Background: an optimization exercise with open tools, aiming at small area, a short achievable clock period and few clock cycles. Do not read the settings as production practice. The RTL was checked by simulation tests, not by an equivalence proof against the original design. The clock port is modelled as an ideal driver, which makes a skipped or thinned clock tree look cheaper than it is; a real chip needs a root buffer or a tree. Power figures rest on the tool's default switching activity, not on a simulated workload.

Design btcp_rx_check, start of the top module:
module btcp_rx_check (
    input  wire        clk,
    input  wire        rst,
    input  wire        in_valid,
    output wire        in_ready,
    input  wire [31:0] in_data,
    input  wire        in_last,
    input  wire [2:0]  in_nbytes,    
    output wire        res_valid,
    input  wire        res_ready,
    output wire [1:0]  res_status,   
    output wire [15:0] res_seq,
    output wire [15:0] res_ack,
    output wire [7:0]  res_flags,
    output wire [7:0]  res_win,
    output wire [15:0] res_dlen,
    output wire [15:0] res_csum,     
    output wire [15:0] res_calc,     
    output wire        res_csum_ok,
    output wire [2:0]  res_type,
    output wire [9:0]  res_plen
);
==> module btcp_rx_check, before the edit <==
module btcp_rx_check (
    input  wire        clk,
    input  wire        rst,
    input  wire        in_valid,
    output wire        in_ready,
    input  wire [31:0] in_data,
    input  wire        in_last,
    input  wire [2:0]  in_nbytes,    
    output wire        res_valid,
    input  wire        res_ready,
    output wire [1:0]  res_status,   
    output wire [15:0] res_seq,
    output wire [15:0] res_ack,
    output wire [7:0]  res_flags,
    output wire [7:0]  res_win,
    output wire [15:0] res_dlen,
    output wire [15:0] res_csum,     
    output wire [15:0] res_calc,     
    output wire        res_csum_ok,
    output wire [2:0]  res_type,
    output wire [9:0]  res_plen
);
    function [15:0] crc_x32;
        input [15:0] v;
        reg   [15:0] c;
        integer k;
        begin
            c = 16'h0000;
            for (k = 15; k >= 0; k = k - 1)
                c = (c[15] ^ v[k]) ? ({c[14:0], 1'b0} ^ 16'h1021)
                                   : {c[14:0], 1'b0};
            for (k = 0; k < 16; k = k + 1)
                c = c[15] ? ({c[14:0], 1'b0} ^ 16'h1021) : {c[14:0], 1'b0};
            crc_x32 = c;
        end
    endfunction
    function [15:0] crc_x8;
        input [15:0] v;
        reg   [15:0] c;
        integer k;
        begin
            c = v;
            for (k = 0; k < 8; k = k + 1)
                c = c[15] ? ({c[14:0], 1'b0} ^ 16'h1021) : {c[14:0], 1'b0};
            crc_x8 = c;
        end
    endfunction
    function [15:0] crc_d8;
        input [15:0] v;
        reg   [15:0] c;
        integer k;
        begin
            c = v;
            for (k = 0; k < 8; k = k + 1)
                c = c[0] ? ({1'b0, c[15:1]} ^ 16'h8810) : {1'b0, c[15:1]};
            crc_d8 = c;
        end
    endfunction
    reg        rx;         
    reg        ub;         
    reg        eq;         
    reg        rv;         
    reg [1:0]  uc;         
    reg [1:0]  hp;         
    reg [7:0]  cnt;        
    reg [1:0]  plo;        
    reg        big;        
    reg [15:0] sh;         
    reg [15:0] wr;         
    reg        wv;         
    wire       wf = (hp == 2'd1);
    wire       wl = ~rx;
    reg [15:0] seq_r, ack_r, dlen_r, csum_r;
    reg [7:0]  flags_r, win_r;
    reg        ok_r;
    reg [2:0]  type_r;
    reg [1:0]  status_r;
    wire acc   = in_valid & rx;
    wire h0    = (hp == 2'd0);
    wire nb1   = ~in_nbytes[2] & ~in_nbytes[1];
    wire nb12  = ~in_nbytes[2] & ~(in_nbytes[1] & in_nbytes[0]);
    wire nb123 = ~in_nbytes[2];
    wire [15:0] dh = in_data[31:16] & {{8{hp != 2'd2}}, {8{(hp != 2'd2) & ~(in_last & nb1)}}};
    wire [15:0] dl = in_data[15:0]  & {{8{~(in_last & nb12)}}, {8{~(in_last & nb123)}}};
    wire [15:0] ms = crc_x32(sh);
    wire [15:0] wd = crc_x8(dh) ^ crc_d8(dl);
    wire [7:0] cbase = h0 ? 8'hFD : cnt;
    always @(posedge clk) begin
        wr <= wd;
        if (rst) begin
            wv <= 1'b0;
            rx <= 1'b1;
            ub <= 1'b0;
            eq <= 1'b0;
            rv <= 1'b0;
            hp <= 2'd0;
        end else begin
            wv <= acc;
            if (acc) begin
                if (in_last) begin
                    rx <= 1'b0;
                    hp <= 2'd0;
                end else if (hp != 2'd3) begin
                    hp <= hp + 2'd1;
                end
            end
            if (wv & wl) begin
                ub <= (uc != 2'd0);
                eq <= (uc == 2'd0);
            end else if (ub) begin
                ub <= (uc != 2'd1);
                eq <= (uc == 2'd1);
            end else begin
                eq <= 1'b0;
            end
            if (eq)
                rv <= 1'b1;
            if (rv & res_ready) begin
                rv <= 1'b0;
                rx <= 1'b1;
            end
        end
    end
    wire        e0   = rx & (hp == 2'd0);
    wire        e1   = rx & (hp == 2'd1);
    wire        e2   = rx & (hp == 2'd2);
    wire        keep = ~(wv | ub);
    wire [7:0]  cinc  = cbase + 8'd1;
    wire        inc   = ~in_last | in_nbytes[2] | in_nbytes[1];
    wire [7:0]  cnext = (cinc & {8{inc}}) | (cbase & {8{~inc}});
    always @(posedge clk) begin
        sh <= (sh & {16{keep}}) | (((ms & {16{~wf}}) ^ wr) & {16{wv}})
            | (crc_x8(sh) & {16{ub}});
        if (acc) begin
            cnt <= cnext;
            big <= ~h0 & (big | (cnt == 8'd251 & ~in_last));
        end
        if (rx) begin
            plo <= {~in_nbytes[1], in_nbytes[0]};
            uc  <= in_nbytes[1:0] - 2'd1;
        end else if (ub) begin
            uc  <= uc - 2'd1;
        end
        if (e0) seq_r   <= in_data[31:16];
        if (e0) ack_r   <= in_data[15:0];
        if (e1) flags_r <= in_data[31:24];
        if (e1) win_r   <= in_data[23:16];
        if (e1) dlen_r  <= in_data[15:0];
        if (e2) csum_r  <= in_data[31:16];
        ok_r <= (sh == csum_r);
        case (flags_r)
        8'h02:   type_r <= 3'd1;
        8'h10:   type_r <= 3'd2;
        8'h01:   type_r <= 3'd3;
        8'h12:   type_r <= 3'd4;
        8'h11:   type_r <= 3'd5;
        default: type_r <= ({cnt, plo} != 10'd0) ? 3'd6 : 3'd0;
        endcase
        status_r <= big                           ? 2'd2 :
                    (cnt >= 8'hFD)                ? 2'd1 :
                    (cnt == 8'd252 && plo != 2'd0) ? 2'd2 : 2'd0;
    end
    assign in_ready    = rx;
    assign res_valid   = rv;
    assign res_status  = status_r;
    assign res_seq     = seq_r;
    assign res_ack     = ack_r;
    assign res_flags   = flags_r;
    assign res_win     = win_r;
    assign res_dlen    = dlen_r;
    assign res_csum    = csum_r;
    assign res_calc    = sh;
    assign res_csum_ok = ok_r;
    assign res_type    = type_r;
    assign res_plen    = {cnt, plo};
endmodule
export LEC_CHECK = 0
export CAP_MARGIN = 20
export CORE_MARGIN = 2
export CORE_UTILIZATION = 40
export SETUP_SLACK_MARGIN = 3.8
export SLEW_MARGIN = 20
create_clock -name core_clock -period 6.0 [get_ports {clk}]
standard.sh (not shown) runs the stock make flow with config.mk's settings and CLKGATE_MAP_FILE= SYNTH_SCRIPT=/design/flow/synth_recipe.tcl, a recipe that flattens the netlist after the stock synthesis.
==> flow/flow/run.sh <==
#!/bin/bash
# The standard layout (standard.sh) with two changes: port buffers use
# a small buffer cell, and the CTS step is replaced by flow/cts.tcl, which
# builds a two-level clock tree (see flow/clock_tree.tcl) and then repairs
# timing as ORFS's CTS step does. Logs: standard_place.log, cts.log (and
# orfs/logs/.../4_1_cts.log), standard_finish.log, plus ORFS's own logs.
set -euo pipefail
ARGS=(BUFFER_PORTS_ARGS="-buffer_cell sky130_fd_sc_hd__buf_1")
bash standard.sh "${ARGS[@]}" place > standard_place.log 2>&1
FLOW_FLOW_DIR="$PWD/flow" bash standard.sh "${ARGS[@]}" run \
  RUN_SCRIPT="$PWD/flow/cts.tcl" RUN_LOG_NAME_STEM=4_1_cts > cts.log 2>&1
bash standard.sh "${ARGS[@]}" finish > standard_finish.log 2>&1
Other scripts of this flow, unchanged in this note and not shown: flow/flow/clock_tree.tcl, flow/flow/cts.tcl
Testbench counts at the start, summed over its fixed seeds: cycles 28,837.
Rerun with:
--- a/flow/design.v
+++ b/flow/design.v
@@ -58,20 +58,19 @@
     endfunction
     reg        rx;         
     reg        ub;         
     reg        eq;         
     reg        rv;         
-    reg [1:0]  uc;         
     reg [1:0]  hp;         
     reg [7:0]  cnt;        
     reg [1:0]  plo;        
     reg        big;        
     reg [15:0] sh;         
     reg [15:0] wr;         
     reg        wv;         
-    wire       wf = (hp == 2'd1);
-    wire       wl = ~rx;
+    reg        wf;         
+    reg        wl;         
     reg [15:0] seq_r, ack_r, dlen_r, csum_r;
     reg [7:0]  flags_r, win_r;
     reg        ok_r;
     reg [2:0]  type_r;
     reg [1:0]  status_r;
@@ -82,13 +81,15 @@
     wire nb123 = ~in_nbytes[2];
     wire [15:0] dh = in_data[31:16] & {{8{hp != 2'd2}}, {8{(hp != 2'd2) & ~(in_last & nb1)}}};
     wire [15:0] dl = in_data[15:0]  & {{8{~(in_last & nb12)}}, {8{~(in_last & nb123)}}};
     wire [15:0] ms = crc_x32(sh);
     wire [15:0] wd = crc_x8(dh) ^ crc_d8(dl);
-    wire [7:0] cbase = h0 ? 8'hFD : cnt;
+    wire [7:0] cbase = wf ? 8'hFD : cnt;
     always @(posedge clk) begin
         wr <= wd;
+        wf <= h0;
+        wl <= in_last;
         if (rst) begin
             wv <= 1'b0;
             rx <= 1'b1;
             ub <= 1'b0;
             eq <= 1'b0;
@@ -103,15 +104,16 @@
                 end else if (hp != 2'd3) begin
                     hp <= hp + 2'd1;
                 end
             end
             if (wv & wl) begin
-                ub <= (uc != 2'd0);
-                eq <= (uc == 2'd0);
+                ub <= (plo != 2'd3);
+                eq <= (plo == 2'd3);
             end else if (ub) begin
-                ub <= (uc != 2'd1);
-                eq <= (uc == 2'd1);
+                ub <= (hp != plo);
+                eq <= (hp == plo);
+                hp <= (hp == plo) ? 2'd0 : hp + 2'd1;
             end else begin
                 eq <= 1'b0;
             end
             if (eq)
                 rv <= 1'b1;
@@ -123,26 +125,20 @@
     end
     wire        e0   = rx & (hp == 2'd0);
     wire        e1   = rx & (hp == 2'd1);
     wire        e2   = rx & (hp == 2'd2);
     wire        keep = ~(wv | ub);
-    wire [7:0]  cinc  = cbase + 8'd1;
-    wire        inc   = ~in_last | in_nbytes[2] | in_nbytes[1];
-    wire [7:0]  cnext = (cinc & {8{inc}}) | (cbase & {8{~inc}});
+    wire [7:0]  cnext = cbase + {7'd0, ~wl | ~(plo[1] & plo[0])};
     always @(posedge clk) begin
         sh <= (sh & {16{keep}}) | (((ms & {16{~wf}}) ^ wr) & {16{wv}})
             | (crc_x8(sh) & {16{ub}});
-        if (acc) begin
+        if (wv) begin
             cnt <= cnext;
-            big <= ~h0 & (big | (cnt == 8'd251 & ~in_last));
+            big <= ~wf & (big | (cnt == 8'd251 & ~wl));
         end
-        if (rx) begin
+        if (rx)
             plo <= {~in_nbytes[1], in_nbytes[0]};
-            uc  <= in_nbytes[1:0] - 2'd1;
-        end else if (ub) begin
-            uc  <= uc - 2'd1;
-        end
         if (e0) seq_r   <= in_data[31:16];
         if (e0) ack_r   <= in_data[15:0];
         if (e1) flags_r <= in_data[31:24];
         if (e1) win_r   <= in_data[23:16];
         if (e1) dlen_r  <= in_data[15:0];
Result:
- power came out lower by 12%
- fmax hardly moves
- via count came out lower by 6.0%
- register-to-register slack gets worse by 40 ps
- final cell count came out lower by 3.9%
- utilization came out lower by 1.5 points
- wire length came out lower by 4.6%
- first-iteration DRC count came out higher by 4.4%
- cell area came out lower by 3.7%
- sequential power hardly moves
- synthesized area came out lower by 1.4%
- global-route usage came out lower by 0.64 points
Testbench counts after the change, summed over its fixed seeds: cycles 28,837.
No run of this note takes its clock network from TritonCTS; it comes from the design's own scripts or RTL.

## static timing again, ports no longer ideal
The flow's constraints put no driver on any port. The routed layouts listed below were extracted and timed again, unchanged, in two steps.
Step 1 assumes that a clkbuf_16 drives the clock port and a buf_2 every other input.
Step 2 adds t to the input delays and takes it off the output delays; t is the mean of the earliest and latest rising clock arrival at the registers after step 1. Input paths then give back, and output paths get back, about the clock's delay inside the block.
Slacks: no drivers / after step 1 / after step 2; pairs: no drivers / after step 1.
run | t, ns | setup slack, ns | hold WS [ns] | worst setup path after step 2 | cell pins on the clock port's net
the first run | 0.350 | 3.791 / 3.760 / 3.459 | 0.466 / 0.466 / 0.466 | input to register | 4
the second run | 0.344 | 3.787 / 3.753 / 3.589 | 0.471 / 0.471 / 0.471 | input to register | 4
After both steps every run listed still meets setup and hold. The setup slack of the first run, which loses most, moves by -0.031 ns with the drivers and by -0.332 ns with both steps.
